This is an optimization exercise on Yosys and OpenROAD, whose aim is small area, not a production implementation.
Only simulation tests tie the RTL to the original design; equivalence was not proved.
The flow treats the clock pin as an ideal source. Dropping or thinning the clock tree relies on that and would not hold on a real chip.
Power is estimated from default activity; no workload was simulated.

Design cmsp_tone, start of the top module:
module cmsp_tone (
    input  wire        clk,
    input  wire        rst_n,         
    input  wire        cmd_valid,
    output wire        cmd_ready,
    input  wire [31:0] cmd,
    input  wire [31:0] cmd_arg,       
    output wire        busy,          
    output wire [1:0]  seq_mode,      
    output wire        tone_out,      
    output wire        tone_en,       
    output wire [15:0] tone_freq,     
    output wire [31:0] tone_divider,  
    output wire [31:0] ovf_count,     
    output wire        seq_done,      
    output wire        cmd_err,       
    output wire [7:0]  err_code       
);
    function [9:0] note_hz(input [4:0] idx);
        case (idx)
            5'd0:  note_hz = 10'd262;
            5'd1:  note_hz = 10'd277;
            5'd2:  note_hz = 10'd294;
            5'd3:  note_hz = 10'd311;
            5'd4:  note_hz = 10'd330;
            5'd5:  note_hz = 10'd349;
            5'd6:  note_hz = 10'd370;
            5'd7:  note_hz = 10'd392;
            5'd8:  note_hz = 10'd415;
            5'd9:  note_hz = 10'd440;
            5'd10: note_hz = 10'd466;
            5'd11: note_hz = 10'd494;
            5'd12: note_hz = 10'd523;
            5'd13: note_hz = 10'd554;
            5'd14: note_hz = 10'd587;
            5'd15: note_hz = 10'd622;
            5'd16: note_hz = 10'd659;
            5'd17: note_hz = 10'd698;
            5'd18: note_hz = 10'd740;
            5'd19: note_hz = 10'd784;
            5'd20: note_hz = 10'd831;
            5'd21: note_hz = 10'd880;
            5'd22: note_hz = 10'd932;
            5'd23: note_hz = 10'd988;
            default: note_hz = 10'd0;
        endcase
    endfunction
    function [18:0] mel_rom(input [2:0] k);
        case (k)
            3'd0: mel_rom = {2'd2, 7'd76, 10'd262};
            3'd1: mel_rom = {2'd1, 7'd60, 10'd330};
            3'd2: mel_rom = {2'd2, 7'd51, 10'd392};
            3'd3: mel_rom = {2'd1, 7'd40, 10'd494};
            3'd4: mel_rom = {2'd3, 7'd45, 10'd440};
            3'd5: mel_rom = {2'd2, 7'd30, 10'd659};
            3'd6: mel_rom = {2'd1, 7'd25, 10'd784};
            default: mel_rom = {2'd2, 7'd34, 10'd587};
        endcase
    endfunction
    localparam [29:0] DIV_INIT = {15'd0, 15'd20000};
  ...
For scale: about 140 flip-flops, roughly 160 I/O pins.
clock: 1000.0 ns
lec_check: 0
cap_margin: 20
core_margin: 2
core_utilization: 40
slew_margin: 20
run.sh (not shown) runs the stock make flow with config.mk's settings and CLKGATE_MAP_FILE= SYNTH_SCRIPT=/design/flow/synth_recipe.tcl, a recipe that flattens the netlist after the stock synthesis.
The starting point finished clean.
Next try:
==> flow/flow/run.sh (new file) <==
#!/bin/bash
# Standard layout (standard synthesis unchanged), with:
#  - port buffers of the smallest buffer (buf_1) instead of clkdlybuf4s50_1
#  - a clock tree of small clock buffers without dummy loads
set -u
bash standard.sh \
  "BUFFER_PORTS_ARGS=-buffer_cell sky130_fd_sc_hd__buf_1" \
  "CTS_ARGS=-sink_clustering_enable -repair_clock_nets -dont_use_dummy_load -buf_list {sky130_fd_sc_hd__clkbuf_4 sky130_fd_sc_hd__clkbuf_8} -sink_clustering_size 30 -sink_clustering_max_diameter 100" \
  finish > make_finish.log 2>&1
==> flow/standard.sh (new file) <==
#!/bin/bash
# synth_recipe.tcl (not shown) runs the flow's synth.tcl, then flattens the netlist and writes it again
# the make line also repeats each setting of config.mk as NAME=value (left out here)
make -C /OpenROAD-flow-scripts/flow DESIGN_CONFIG=/design/flow/config.mk WORK_HOME=/design/flow/orfs CLKGATE_MAP_FILE= SYNTH_SCRIPT=/design/flow/synth_recipe.tcl "${@:-finish}"
removed: flow/run.sh
Routed wire length is lower slightly.
Area after synthesis does not change.
Global-route usage went down by 0.23 points.
Non-clock buffer count falls by 1.
Count of clock-buffer cells in the layout came out lower by 1.
Worst setup slack improved by 0.29 ns.
Clock power went down by well over a third.
Design area drops by roughly a tenth.
Sequential power stays flat.
Sequential cell count does not change.

* * *

== wip/sierra ==
Another version of the RTL of cmsp_tone (not shown whole).
Size in the first run: ~810 cells after synthesis, ~160 I/O pins.
export LEC_CHECK = 0
export CAP_MARGIN = 20
export CORE_MARGIN = 2
export CORE_UTILIZATION = 75
export SLEW_MARGIN = 20
create_clock -name core_clock -period 1000.0 [get_ports {clk}]
standard.sh (not shown) runs the stock make flow with config.mk's settings and CLKGATE_MAP_FILE= SYNTH_SCRIPT=/design/flow/synth_recipe.tcl, a recipe that flattens the netlist after the stock synthesis.
==> flow/flow/run.sh <==
#!/bin/bash
# Layout flow: the standard synthesis, then its combinational logic re-mapped
# for area with ABC (flip-flops kept as they are, by name and cell type; the
# result is proven equivalent with Yosys or dropped), then the standard
# layout with:
#  - port buffers of the smallest buffer (buf_1) instead of clkdlybuf4s50_1
#  - a small balanced two-level clock tree of inverters (flow/clock_tree.tcl)
#  - one tie cell per constant instead of one per constant output
set -u
HERE=$PWD
F=$HERE/flow
R=$HERE/orfs/results/$FLOW_PLATFORM/cmsp_tone/base
export LIB=$FLOW_HOME/platforms/sky130hd/lib/sky130_fd_sc_hd__tt_025C_1v80.lib
export DONTUSE=$F/dontuse.txt

bash standard.sh $R/1_2_yosys.v > make_synth.log 2>&1 || exit 1
cp $R/1_2_yosys.v $HERE/synth_standard.v

best=""
best_area=""
for s in area1 area2 area3 area4 area5 area6 area7 area8; do
  IN=$HERE/synth_standard.v OUT=$HERE/resyn_$s.v SCRIPT=$F/$s.abc \
    yosys -c $F/resyn.tcl > resyn_$s.log 2>&1 || continue
  GOLD=$HERE/synth_standard.v GATE=$HERE/resyn_$s.v \
    yosys -c $F/equiv.tcl > equiv_$s.log 2>&1 || continue
  # same flip-flops, by cell type and name
  if ! diff <(grep -oE "sky130_fd_sc_hd__e?dfxtp_[0-9]+ [^ ]+" $HERE/synth_standard.v | sort) \
            <(grep -oE "sky130_fd_sc_hd__e?dfxtp_[0-9]+ [^ ]+" $HERE/resyn_$s.v | sort) > /dev/null; then
    continue
  fi
  a=$(grep "Chip area for module" resyn_$s.log | tail -1 | awk '{print $NF}')
  if [[ -z "$best" ]] || awk "BEGIN{exit !($a < $best_area)}"; then best=$s; best_area=$a; fi
done
echo "standard: $(grep 'Chip area' orfs/reports/$FLOW_PLATFORM/cmsp_tone/base/synth_stat.txt)" > resyn_choice.log
echo "chosen: ${best:-standard} $best_area" >> resyn_choice.log
if [[ -n "$best" ]]; then
  cp $HERE/resyn_$best.v $R/1_2_yosys.v
  touch $R/1_2_yosys.v
fi

bash standard.sh \
  "BUFFER_PORTS_ARGS=-buffer_cell sky130_fd_sc_hd__buf_1" \
  "PRE_CTS_TCL=$F/clock_tree.tcl" \
  SKIP_REPAIR_TIE_FANOUT=1 \
  finish > make_finish.log 2>&1
==> flow/flow/area7.abc <==
&get -n
&st
&synch2
&dch -f
&nf -R 1000 -a
&put
mfs2 -a
strash
&get -n
&st
&synch2
&dch -f
&nf -R 1000 -a
&put
mfs2 -a
strash
&get -n
&st
&synch2
&dch -f
&nf -R 1000
&put
topo
==> flow/flow/area8.abc <==
&get -n
&st
&synch2
&dch -f
&nf -R 1000 -a
&put
mfs2 -a -e
strash
&get -n
&st
&synch2
&dch -f
&nf -R 1000
&put
mfs2 -a -e
strash
&get -n
&st
&dch -f
&nf -R 1000
&put
topo
==> flow/flow/clock_tree.tcl <==
# PRE_CTS_TCL hook: a small two-level clock tree built here in place of
# TritonCTS (whose H-tree uses 17 clock buffers for ~140 flip-flops).
# clk -> one root inverter -> NLEAF leaf inverters, each driving a cluster
# of nearby flip-flops (two inversions, so the flip-flops see clk itself).
# The tree is balanced: every flip-flop is two cells from the clock port.

proc out_iterm {inst} {
  foreach it [$inst getITerms] {
    if {[$it isOutputSignal]} { return $it }
  }
  error "no output on [$inst getName]"
}

proc small_clock_tree {root_cell leaf_cell nleaf} {
  set db [ord::get_db]
  set block [ord::get_db_block]
  set clk [$block findNet clk]
  set sinks {}
  foreach it [$clk getITerms] {
    set xy [$it getAvgXY]
    lappend sinks [list $it [lindex $xy 1] [lindex $xy 2]]
  }
  set ns [llength $sinks]
  # clusters: columns by x, then rows by y within each column
  set ncol [expr {int(ceil(sqrt($nleaf)))}]
  set nrow [expr {int(ceil(double($nleaf) / $ncol))}]
  set byx [lsort -integer -index 1 $sinks]
  set per_col [expr {int(ceil(double($ns) / $ncol))}]
  set groups {}
  for {set c 0} {$c < $ncol} {incr c} {
    set col [lrange $byx [expr {$c * $per_col}] [expr {($c + 1) * $per_col - 1}]]
    if {[llength $col] == 0} continue
    set col [lsort -integer -index 2 $col]
    set nr [expr {int(ceil(double([llength $col]) / $nrow))}]
    for {set r 0} {$r < $nrow} {incr r} {
      set g [lrange $col [expr {$r * $nr}] [expr {($r + 1) * $nr - 1}]]
      if {[llength $g]} { lappend groups $g }
    }
  }
  set rootnet [odb::dbNet_create $block clknet_root]
  $rootnet setSigType CLOCK
  set root [odb::dbInst_create $block [$db findMaster $root_cell] clkinv_root]
  set sx 0
  set sy 0
  foreach s $sinks {
    set sx [expr {$sx + [lindex $s 1]}]
    set sy [expr {$sy + [lindex $s 2]}]
  }
  $root setLocation [expr {$sx / $ns}] [expr {$sy / $ns}]
  $root setPlacementStatus PLACED
  set i 0
  foreach g $groups {
    set net [odb::dbNet_create $block clknet_leaf_$i]
    $net setSigType CLOCK
    set inst [odb::dbInst_create $block [$db findMaster $leaf_cell] clkinv_leaf_$i]
    set gx 0
    set gy 0
    foreach s $g {
      set it [lindex $s 0]
      $it disconnect
      $it connect $net
      set gx [expr {$gx + [lindex $s 1]}]
      set gy [expr {$gy + [lindex $s 2]}]
    }
    $inst setLocation [expr {$gx / [llength $g]}] [expr {$gy / [llength $g]}]
    $inst setPlacementStatus PLACED
    [$inst findITerm A] connect $rootnet
    [out_iterm $inst] connect $net
    incr i
  }
  [$root findITerm A] connect $clk
  [out_iterm $root] connect $rootnet
  puts "small_clock_tree: $ns sinks, [llength $groups] leaves of $leaf_cell, root $root_cell"
}

rename clock_tree_synthesis tritoncts_clock_tree_synthesis
proc clock_tree_synthesis {args} {
  small_clock_tree sky130_fd_sc_hd__inv_12 sky130_fd_sc_hd__inv_6 9
  set_propagated_clock [all_clocks]
}
Other scripts of this flow, unchanged in this note and not shown: flow/flow/area1.abc, flow/flow/area2.abc, flow/flow/area3.abc, flow/flow/area4.abc, flow/flow/area5.abc, flow/flow/area6.abc, flow/flow/dontuse.txt, flow/flow/equiv.tcl, flow/flow/resyn.tcl
### wip/sierra -> wip/zinc
# wip/sierra
export LEC_CHECK = 0
export CAP_MARGIN = 20
export CORE_MARGIN = 2
export CORE_UTILIZATION = 75
export SLEW_MARGIN = 20
create_clock -name core_clock -period 1000.0 [get_ports {clk}]
# wip/zinc
export LEC_CHECK = 0
export CAP_MARGIN = 20
export CORE_MARGIN = 2
export CORE_UTILIZATION = 60
export SLEW_MARGIN = 20
create_clock -name core_clock -period 1000.0 [get_ports {clk}]
--- a/flow/flow/run.sh
+++ b/flow/flow/run.sh
@@ -19,5 +19,5 @@
 best=""
 best_area=""
-for s in area1 area2 area3 area4 area5 area6 area7 area8; do
+for s in area1 area2 area3 area4 area5 area6; do
   IN=$HERE/synth_standard.v OUT=$HERE/resyn_$s.v SCRIPT=$F/$s.abc \
     yosys -c $F/resyn.tcl > resyn_$s.log 2>&1 || continue
--- a/flow/flow/clock_tree.tcl
+++ b/flow/flow/clock_tree.tcl
@@ -76,5 +76,5 @@
 rename clock_tree_synthesis tritoncts_clock_tree_synthesis
 proc clock_tree_synthesis {args} {
-  small_clock_tree sky130_fd_sc_hd__inv_12 sky130_fd_sc_hd__inv_6 9
+  small_clock_tree sky130_fd_sc_hd__inv_16 sky130_fd_sc_hd__inv_8 9
   set_propagated_clock [all_clocks]
 }
removed: flow/flow/area7.abc
removed: flow/flow/area8.abc
## What came out
The setup slack of wip/zinc is smaller than that of wip/sierra. wip/zinc finished every stage and its layout cleared the timing, DRC and antenna checks. wip/zinc: met2 capacity usage during global routing 11 points below wip/sierra. Taking wip/sierra as the reference, in wip/zinc area growth from synthesis to final layout went up 0.94 points; number of iterations in the first detailed-routing pass higher; actual slew at the worst max-slew pin down 0.030 ns. wip/zinc ended up with rq_q[17] as its capture point of the worst path; wip/sierra ended up with rq_q[0]. Measured against wip/sierra, the worst voltage drop across the vdd grid of wip/zinc comes out at 1.3 times the reference value. Summary of wip/zinc over wip/sierra: die area saw an increase; instance count on the critical path went up 3.8%; overall power consumption picked up an extra 0.00021 mW.
diff inputs: wip/zinc => wip/cedar
# wip/zinc
export LEC_CHECK = 0
export CAP_MARGIN = 20
export CORE_MARGIN = 2
export CORE_UTILIZATION = 60
export SLEW_MARGIN = 20
create_clock -name core_clock -period 1000.0 [get_ports {clk}]
# wip/cedar
export LEC_CHECK = 0
export CAP_MARGIN = 20
export CORE_MARGIN = 2
export CORE_UTILIZATION = 70
export SLEW_MARGIN = 20
create_clock -name core_clock -period 1000.0 [get_ports {clk}]
--- a/flow/flow/run.sh
+++ b/flow/flow/run.sh
@@ -19,5 +19,5 @@
 best=""
 best_area=""
-for s in area1 area2 area3 area4 area5 area6; do
+for s in area1 area2 area3 area4 area5 area6 area7 area8; do
   IN=$HERE/synth_standard.v OUT=$HERE/resyn_$s.v SCRIPT=$F/$s.abc \
     yosys -c $F/resyn.tcl > resyn_$s.log 2>&1 || continue
==> flow/flow/area7.abc (new file) <==
&get -n
&st
&synch2
&dch -f
&nf -R 1000 -a
&put
mfs2 -a
strash
&get -n
&st
&synch2
&dch -f
&nf -R 1000 -a
&put
mfs2 -a
strash
&get -n
&st
&synch2
&dch -f
&nf -R 1000
&put
topo
==> flow/flow/area8.abc (new file) <==
&get -n
&st
&synch2
&dch -f
&nf -R 1000 -a
&put
mfs2 -a -e
strash
&get -n
&st
&synch2
&dch -f
&nf -R 1000
&put
mfs2 -a -e
strash
&get -n
&st
&dch -f
&nf -R 1000
&put
topo
--- outcome ---
Compared with wip/zinc, total via count in the routed design in wip/cedar increased slightly. Signed area change from the synthesized netlist to the final layout in wip/cedar is 0.71 points below wip/zinc. Looking at average wire per cell in the routed design, wip/cedar sits 1.8% above wip/zinc.
In every run of this note, the design's own scripts or RTL, not TritonCTS, make the clock network.

## static timing again, ports no longer ideal
The flow's constraints put no driver on any port. The routed layouts listed below were extracted and timed again, unchanged, in two steps.
Step 1, drivers: a clkbuf_16 drives clk and a buf_2 each remaining input, both assumed.
Step 2 adds t to the input delays and takes it off the output delays; t is the mean of the earliest and latest rising clock arrival at the registers after step 1. Input paths then give back, and output paths get back, about the clock's delay inside the block.
Slacks: ideal ports / drivers / drivers and shift; pairs: ideal ports / drivers.
| run | t, ns | slack for setup (ns) | hold slack, ns |
|---|---|---|---|
| the first run of note 1 | 0.473 | 792.184 / 792.207 / 791.734 | 0.475 / 0.475 / 0.475 |
| the second run of note 1 | 0.476 | 792.478 / 792.491 / 792.015 | 0.472 / 0.472 / 0.472 |
| wip/sierra | 0.240 | 794.125 / 794.159 / 793.919 | 0.450 / 0.450 / 0.450 |
| wip/zinc | 0.232 | 794.019 / 794.032 / 793.799 | 0.441 / 0.441 / 0.441 |
| wip/cedar | 0.238 | 794.039 / 794.085 / 793.847 | 0.479 / 0.479 / 0.479 |
After both steps setup and hold are still met in every run listed. For the second run of note 1, which loses most, drivers alone change the setup slack by +0.013 ns; drivers and shift together by -0.463 ns.
